This design comes from an exercise in tuning for small area, a short achievable clock period and few clock cycles on the open sky130 flow, not from production work. Function was checked by simulation only, so behaviour that the tests miss may differ from the original. No activity file was given, so power comes from the tool's default toggle rates.

==> inputs of raven <==
Design qfb, start of the top module:
module qfb (
    input             clk,
    input             rst,
    input             req_valid,
    output            req_ready,
    input             req_write,
    input      [7:0]  req_addr,
    input      [31:0] req_wdata,
    output reg        rsp_valid,
    output reg [31:0] rsp_data,
    output reg        out_valid,
    input             out_ready,
    output reg [2:0]  out_kind,
    output reg [47:0] out_data
);
    localparam [3:0] R_OK = 4'h0, R_MISMATCH = 4'h1, R_OPCODE = 4'h2, R_STATE = 4'h3,
                     R_BUSY = 4'h4, R_CONFIG = 4'h5, R_RANGE = 4'h6, R_LENGTH = 4'h7,
                     R_CAPACITY = 4'h8, R_ACCESS = 4'h9;
    localparam [1:0] M_IDLE = 2'd0, M_TX = 2'd1, M_RX = 2'd2;
    localparam [2:0] K_DATA = 3'd0, K_TX_FRAME = 3'd1, K_TX_DONE = 3'd2, K_RX_ACCEPT = 3'd3,
                     K_RX_CRC_FAIL = 3'd4, K_RX_SEQ_REJECT = 3'd5, K_RX_LEN_REJECT = 3'd6,
                     K_RX_END = 3'd7;
    localparam [1:0] E_BULK = 2'd0, E_ENC = 2'd1, E_DEC = 2'd2;
    localparam [3:0] S_IDLE  = 4'd0,
                     S_ENG   = 4'd1,    
                     S_EWR0  = 4'd2,    
                     S_EWR1  = 4'd3,    
                     S_EWAIT = 4'd4,    
                     S_DV    = 4'd5,    
                     S_TE    = 4'd6,    
                     S_TF    = 4'd7,    
                     S_TD    = 4'd8,    
                     S_RV    = 4'd9,    
  ...
make LEC_CHECK=0 CAP_MARGIN=20 CORE_MARGIN=2 CORE_UTILIZATION=40 CTS_BUF_LIST=sky130_fd_sc_hd__clkbuf_8 CTS_CLUSTER_DIAMETER=50 CTS_CLUSTER_SIZE=12 PLACE_DENSITY=0.5 SETUP_SLACK_MARGIN=5 SLEW_MARGIN=20 SYNTH_MEMORY_MAX_BITS=16384 finish   # period 10.0 ns
run.sh (not shown) runs the stock make flow with config.mk's settings and CLKGATE_MAP_FILE= SYNTH_SCRIPT=/design/flow/synth_recipe.tcl, a recipe that flattens the netlist after the stock synthesis.
==> violet (differences from raven) <==
--- a/flow/design.v
+++ b/flow/design.v
@@ -74,17 +74,17 @@
     reg  [5:0]  tag;           
     reg  [8:0]  rem;           
     reg         first;         
     reg  [1:0]  bs;            
     reg  [15:0] chk_idx;
     reg  [15:0] chk_len;
     reg  [7:0]  stlo;
+    reg  [7:0]  sthi;
     reg         tx_last;
     reg         rxp;           
-    reg         rx_lt, rx_eq;  
     reg  [7:0]  rxpos;         
     reg         admit_q;
     reg         lenbad_q;
     reg  [5:0]  wr_word;
     reg  [3:0]  wr_mask;
     reg  [31:0] wr_data;
     reg  [2047:0] fb;
@@ -315,34 +315,32 @@
             3'd2: eacc = ec2;
             3'd3: eacc = ec3;
             default: eacc = ec4;
         endcase
     end
     wire        e_last = (eop == E_DEC) ? (tag == p5[7:2]) : (rem <= 9'd4);
     wire [8:0]  tx_lim = 9'd4 + {1'b0, tx_length[7:0]};
-    wire        bsel   = (mode == M_RX);
-    wire [15:0] accn   = crc_step((bsel && rxpos == 8'd0) ? 16'hFFFF : acc,
-                                  bsel ? wr_data[7:0] : out_data[7:0]);
-    reg         te_hdr, te_pay, te_low, te_clo, te_last;
-    wire [8:0]  kc1    = {1'b0, kc} + 9'd1;
+    wire [15:0] accn   = crc_step(acc, out_data[7:0]);
+    wire        te_hdr = (kc < 8'd4);
+    wire        te_pay = !te_hdr && ({1'b0, kc} < tx_lim);
     reg  [7:0]  te_wbyte;      
     always @(*) begin
         if (te_hdr)
             te_wbyte = lane({tx_length, tx_index}, kc[1:0]);
-        else if (te_low)
+        else if (kc < p4)
             te_wbyte = 8'd0;
-        else if (te_clo)
+        else if (kc == p4)
             te_wbyte = accn[7:0];
         else
             te_wbyte = acc[15:8];
     end
     wire [7:0]  te_byte = te_pay ? lane(rdata, kc[1:0]) : te_wbyte;
     wire [15:0] rx_st  = {wr_data[7:0], stlo};
     wire        rx_ok  = (acc == rx_st);
-    wire        dv_ok  = (acc == {rx_stored[15:8], stlo});
+    wire [15:0] rxb_acc = crc_step((rxpos == 8'd0) ? 16'hFFFF : acc, wr_data[7:0]);
     always @(posedge clk) begin
         ns  = state;
         nov = out_valid && !out_ready;
         ran = ra;
         if (rst) begin
             mode       <= M_IDLE;
             result     <= R_OK;
@@ -380,45 +378,38 @@
             rsp_valid <= 1'b0;
             rsp_data  <= rd_val;
             wr_mask   <= 4'd0;
             rxp       <= 1'b0;
             admit_q   <= allow_skip ? (chk_idx >= expected) : (chk_idx == expected);
             lenbad_q  <= chk_big;
             if (rxp) begin
-                if (rx_lt)
-                    acc <= accn;
+                if (rxpos < p4)
+                    acc <= rxb_acc;
                 case (rxpos)
                     8'd0: chk_idx[7:0]  <= wr_data[7:0];
                     8'd1: chk_idx[15:8] <= wr_data[7:0];
                     8'd2: chk_len[7:0]  <= wr_data[7:0];
                     8'd3: chk_len[15:8] <= wr_data[7:0];
                     default: ;
                 endcase
-                if (rx_eq)
+                if (rxpos == p4)
                     stlo <= wr_data[7:0];
             end
             case (state)
             S_IDLE: begin
                 wr_data  <= {4{opb}};
                 wr_word  <= (mode == M_TX) ? tx_wpos[7:2] : (mode == M_RX) ? fcount[7:2] : bptr[7:2];
                 rxpos    <= fcount;
                 tx_last  <= tx_end;
                 kc       <= 8'd0;
-                te_hdr   <= 1'b1;
-                te_pay   <= 1'b0;
-                te_low   <= 1'b1;
-                te_clo   <= 1'b0;
-                te_last  <= 1'b0;
-                rx_lt    <= (fcount < p4);
-                rx_eq    <= (fcount == p4);
                 rv       <= 1'b0;
                 first    <= 1'b1;
                 eop      <= !op[5] ? E_BULK : op[0] ? E_DEC : E_ENC;
                 bs       <= !op[5] ? bptr[1:0] : 2'd0;
-                rem      <= !op[5] ? oph[8:0] + {7'd0, bptr[1:0]} : {1'b0, p4};
+                rem      <= !op[5] ? oph[8:0] : {1'b0, p4};
                 if (adv) begin
                     out_kind <= op[1] ? K_RX_END : K_TX_DONE;
                     out_data <= {40'd0, (op[1] && !phase) ? fcount : 8'd0};
                 end
                 if (a_rd)
                     rsp_valid <= 1'b1;
                 if (a_wr)
@@ -518,38 +509,39 @@
             end
             S_ENG: begin
                 rdata <= edat;
                 tag   <= ra[7:2];
                 rv    <= 1'b1;
                 ran   = ra + 8'd4;
                 if (!rv) begin
+                    rem <= rem + {7'd0, bs};
                     case (bs)
                         2'd0: acc <= 16'hFFFF;
                         2'd1: acc <= 16'h1E0C;
                         2'd2: acc <= 16'h84CF;
                         default: acc <= 16'h2D71;
                     endcase
                 end
                 if (rv) begin
                     acc   <= eacc;
-                    rem   <= (rem[8:2] != 7'd0) ? {rem[8:2] - 7'd1, rem[1:0]} : 9'd0;
+                    rem   <= rem - {6'd0, en};
                     first <= 1'b0;
                     if (eng_enc) begin
                         wr_word <= tag;
                         wr_mask <= (en == 3'd4) ? 4'b1111 : (en == 3'd3) ? 4'b0111 :
                                    (en == 3'd2) ? 4'b0011 : (en == 3'd1) ? 4'b0001 : 4'b0000;
                         wr_data <= rdata;
                     end
                     if (eop == E_DEC) begin
                         if (tag == 6'd0) begin
                             chk_idx <= rdata[15:0];
                             chk_len <= rdata[31:16];
                         end
                         if (tag == p4[7:2]) stlo <= lane(rdata, p4[1:0]);
-                        if (tag == p5[7:2]) rx_stored[15:8] <= lane(rdata, p5[1:0]);
+                        if (tag == p5[7:2]) sthi <= lane(rdata, p5[1:0]);
                     end
                     if (e_last) begin
                         rv <= 1'b0;
                         case (eop)
                             E_BULK: begin
                                 crc <= eacc;
                                 ran = bptr[7:0];
@@ -575,50 +567,45 @@
                 ns = S_EWAIT;
             end
             S_EWAIT: begin
                 ran = bptr[7:0];
                 ns = S_IDLE;
             end
             S_DV: begin
-                rx_stored[7:0] <= stlo;
+                rx_stored <= {sthi, stlo};
                 rx_calc   <= acc;
                 crc       <= acc;
-                len_over  <= dv_ok && chk_big;
-                if (dv_ok) begin
+                len_over  <= (acc == {sthi, stlo}) && chk_big;
+                if (acc == {sthi, stlo}) begin
                     rx_index  <= chk_idx;
                     rx_length <= chk_len;
                 end
-                result <= dv_ok ? R_OK : R_MISMATCH;
+                result <= (acc == {sthi, stlo}) ? R_OK : R_MISMATCH;
                 ran = bptr[7:0];
                 ns = S_IDLE;
             end
             S_TE: if (adv) begin
                 nov      = 1'b1;
                 out_kind <= K_DATA;
                 out_data <= {40'd0, te_byte};
-                if (te_hdr && kc[1:0] == 2'd0)
+                if (kc == 8'd0)
                     acc <= 16'hFFFF;
-                else if (te_low || te_clo)
+                else if (kc <= p4)
                     acc <= accn;
-                te_hdr  <= (kc1 < 9'd4);
-                te_pay  <= (kc1 >= 9'd4) && (kc1 < tx_lim);
-                te_low  <= (kc1 < {1'b0, p4});
-                te_clo  <= (kc1 == {1'b0, p4});
-                te_last <= (kc1 == {1'b0, p5});
                 if (!te_pay) begin
                     wr_word <= kc[7:2];
                     wr_mask <= 4'd1 << kc[1:0];
                     wr_data <= {4{te_wbyte}};
                 end
                 if (kc[1:0] == 2'd3) begin
                     rdata <= rword;
                     ran   = ra + 8'd4;
                 end
                 kc <= kc + 8'd1;
-                if (te_last) begin
+                if (kc == p5) begin
                     crc <= acc;
                     ns  = S_TF;
                 end
             end
             S_TF: if (adv) begin
                 nov      = 1'b1;
                 out_kind <= K_TX_FRAME;
==> onyx (differences from raven) <==
--- a/flow/design.v
+++ b/flow/design.v
@@ -410,15 +410,15 @@
                 te_last  <= 1'b0;
                 rx_lt    <= (fcount < p4);
                 rx_eq    <= (fcount == p4);
                 rv       <= 1'b0;
                 first    <= 1'b1;
                 eop      <= !op[5] ? E_BULK : op[0] ? E_DEC : E_ENC;
                 bs       <= !op[5] ? bptr[1:0] : 2'd0;
-                rem      <= !op[5] ? oph[8:0] + {7'd0, bptr[1:0]} : {1'b0, p4};
+                rem      <= !op[5] ? oph[8:0] : {1'b0, p4};
                 if (adv) begin
                     out_kind <= op[1] ? K_RX_END : K_TX_DONE;
                     out_data <= {40'd0, (op[1] && !phase) ? fcount : 8'd0};
                 end
                 if (a_rd)
                     rsp_valid <= 1'b1;
                 if (a_wr)
@@ -518,14 +518,15 @@
             end
             S_ENG: begin
                 rdata <= edat;
                 tag   <= ra[7:2];
                 rv    <= 1'b1;
                 ran   = ra + 8'd4;
                 if (!rv) begin
+                    rem <= rem + {7'd0, bs};
                     case (bs)
                         2'd0: acc <= 16'hFFFF;
                         2'd1: acc <= 16'h1E0C;
                         2'd2: acc <= 16'h84CF;
                         default: acc <= 16'h2D71;
                     endcase
                 end
==> flow/config.mk (replaced) <==
export PLATFORM = sky130hd
export DESIGN_NAME = qfb
export DESIGN_NICKNAME = qfb
export VERILOG_FILES = /design/flow/design.v
export SDC_FILE = /design/flow/constraint.sdc
export NUM_CORES = 4
export LEC_CHECK = 0
export CAP_MARGIN = 20
export CORE_MARGIN = 2
export CORE_UTILIZATION = 40
export CTS_BUF_LIST = sky130_fd_sc_hd__clkbuf_8
export CTS_CLUSTER_DIAMETER = 55
export CTS_CLUSTER_SIZE = 15
export PLACE_DENSITY = 0.5
export SETUP_SLACK_MARGIN = 5
export SLEW_MARGIN = 20
export SYNTH_MEMORY_MAX_BITS = 16384
==> summary.txt <==
Between violet and raven, the lower cell area is in raven (gap about 0.22%, measured against raven). Fmax, highest first: raven, onyx, violet. Via count: onyx < raven < violet. Of violet and onyx, violet has the higher combinational power (gap 89%, measured against onyx). Worst setup slack, highest first: raven, onyx, violet. Clock skew, lowest first: onyx, violet, raven. Between violet and raven, the lower sequential share of layout area is in violet (gap 0.10 points). Sequential power is about the same in violet and raven. Between raven and violet, the lower flip-flop and latch count is in raven (gap 1). In area after synthesis, onyx and raven hardly differ. Of raven and onyx, onyx has the higher first-iteration DRC count (gap about 1.6%, measured against onyx).
==> figures <==
metric                                                                         raven          onyx      violet
Portion of total power attributed to sequential cells                          53.2%         56.8%       52.2%
Relative area of non-clock buffer cells in the final design                    2.98%         3.09%       3.05%
Number of detailed-routing iterations run before antenna repair                   11            10          10
Proportion of synthesized chip area in sequential cells                        66.5%         66.5%       66.3%
Power per cell area                                                       180 mW/mm²    168 mW/mm²  183 mW/mm²
R2R depth                                                                          9             8          13
Clock latency on the worst-skew pair                                         1.21 ns       1.14 ns     1.12 ns
Part of the total power dissipated in combinational logic                       8.7%          6.7%       11.4%
Slowest CP cell                                                                or4_1        nor2_2      nor2_1
Overall power of the completed layout                                       0.0228 W      0.0211 W    0.0233 W
Number of distinct standard cells referenced by the synthesized netlist          104           104         102
Nature of the critical path startpoint                                     input pin     input pin   flip-flop
Effective utilization at floorplan                                             40.2%         40.2%       40.1%
Clock-net power                                                            0.00871 W     0.00771 W   0.00845 W
Highest achievable clock rate                                                203 MHz       200 MHz     200 MHz
Endpoint, Worst Hold                                                     rx_calc[12]  rx_stored[6]          rv
Sum of met2 wire segment lengths after detailed routing                    251000 µm     254000 µm   254000 µm
Non-Filler Cell Area, Final                                                0.127 mm²     0.126 mm²   0.127 mm²
Critical path buffer and inverter count                                            2             1           2
Sequential fraction of total cell area                                         59.6%         60.1%       59.5%
Multi-input gate area in the final layout                                 0.0353 mm²    0.0354 mm²  0.0359 mm²
Endpoint of the most critical setup path                                      rpb[3]        p5r[0]      rem[8]
Run status                                                  timing/DRC/antenna clean  timing/DRC/antenna clean  timing/DRC/antenna clean
Testbench counts of raven, summed over its fixed seeds: cycles 158,379.
Testbench counts of violet, summed over its fixed seeds: cycles 158,379.
Testbench counts of onyx, summed over its fixed seeds: cycles 158,379.

what the ideal ports hide:
Ports are ideal in the flow. The routed layouts listed here were re-timed in OpenROAD.
Step 1: set_driving_cell puts a clkbuf_16 on clk and a buf_2 on each other input, an assumption about the parent block.
Step 2 times the ports against the registers' clock, not the clock port: input delays grow and output delays shrink by t, the midpoint of the rising clock arrivals with the driver on.
Three values: ideal, step 1, step 2; two values: the first two.
run	t (ns)	slack for setup (ns)	hold slack, ns	clock arrival spread, ns
raven	1.242	5.086 / 5.140 / 3.924	0.452 / 0.452 / 0.452	0.150 / 0.149
violet	1.183	5.002 / 5.002 / 3.993	0.457 / 0.457 / 0.457	0.107 / 0.107
onyx	1.178	5.011 / 5.089 / 3.911	0.462 / 0.462 / 0.462	0.130 / 0.130
After both steps setup and hold are still met in every run listed. For raven, which loses most, drivers alone change the setup slack by +0.054 ns; drivers and shift together by -1.162 ns.
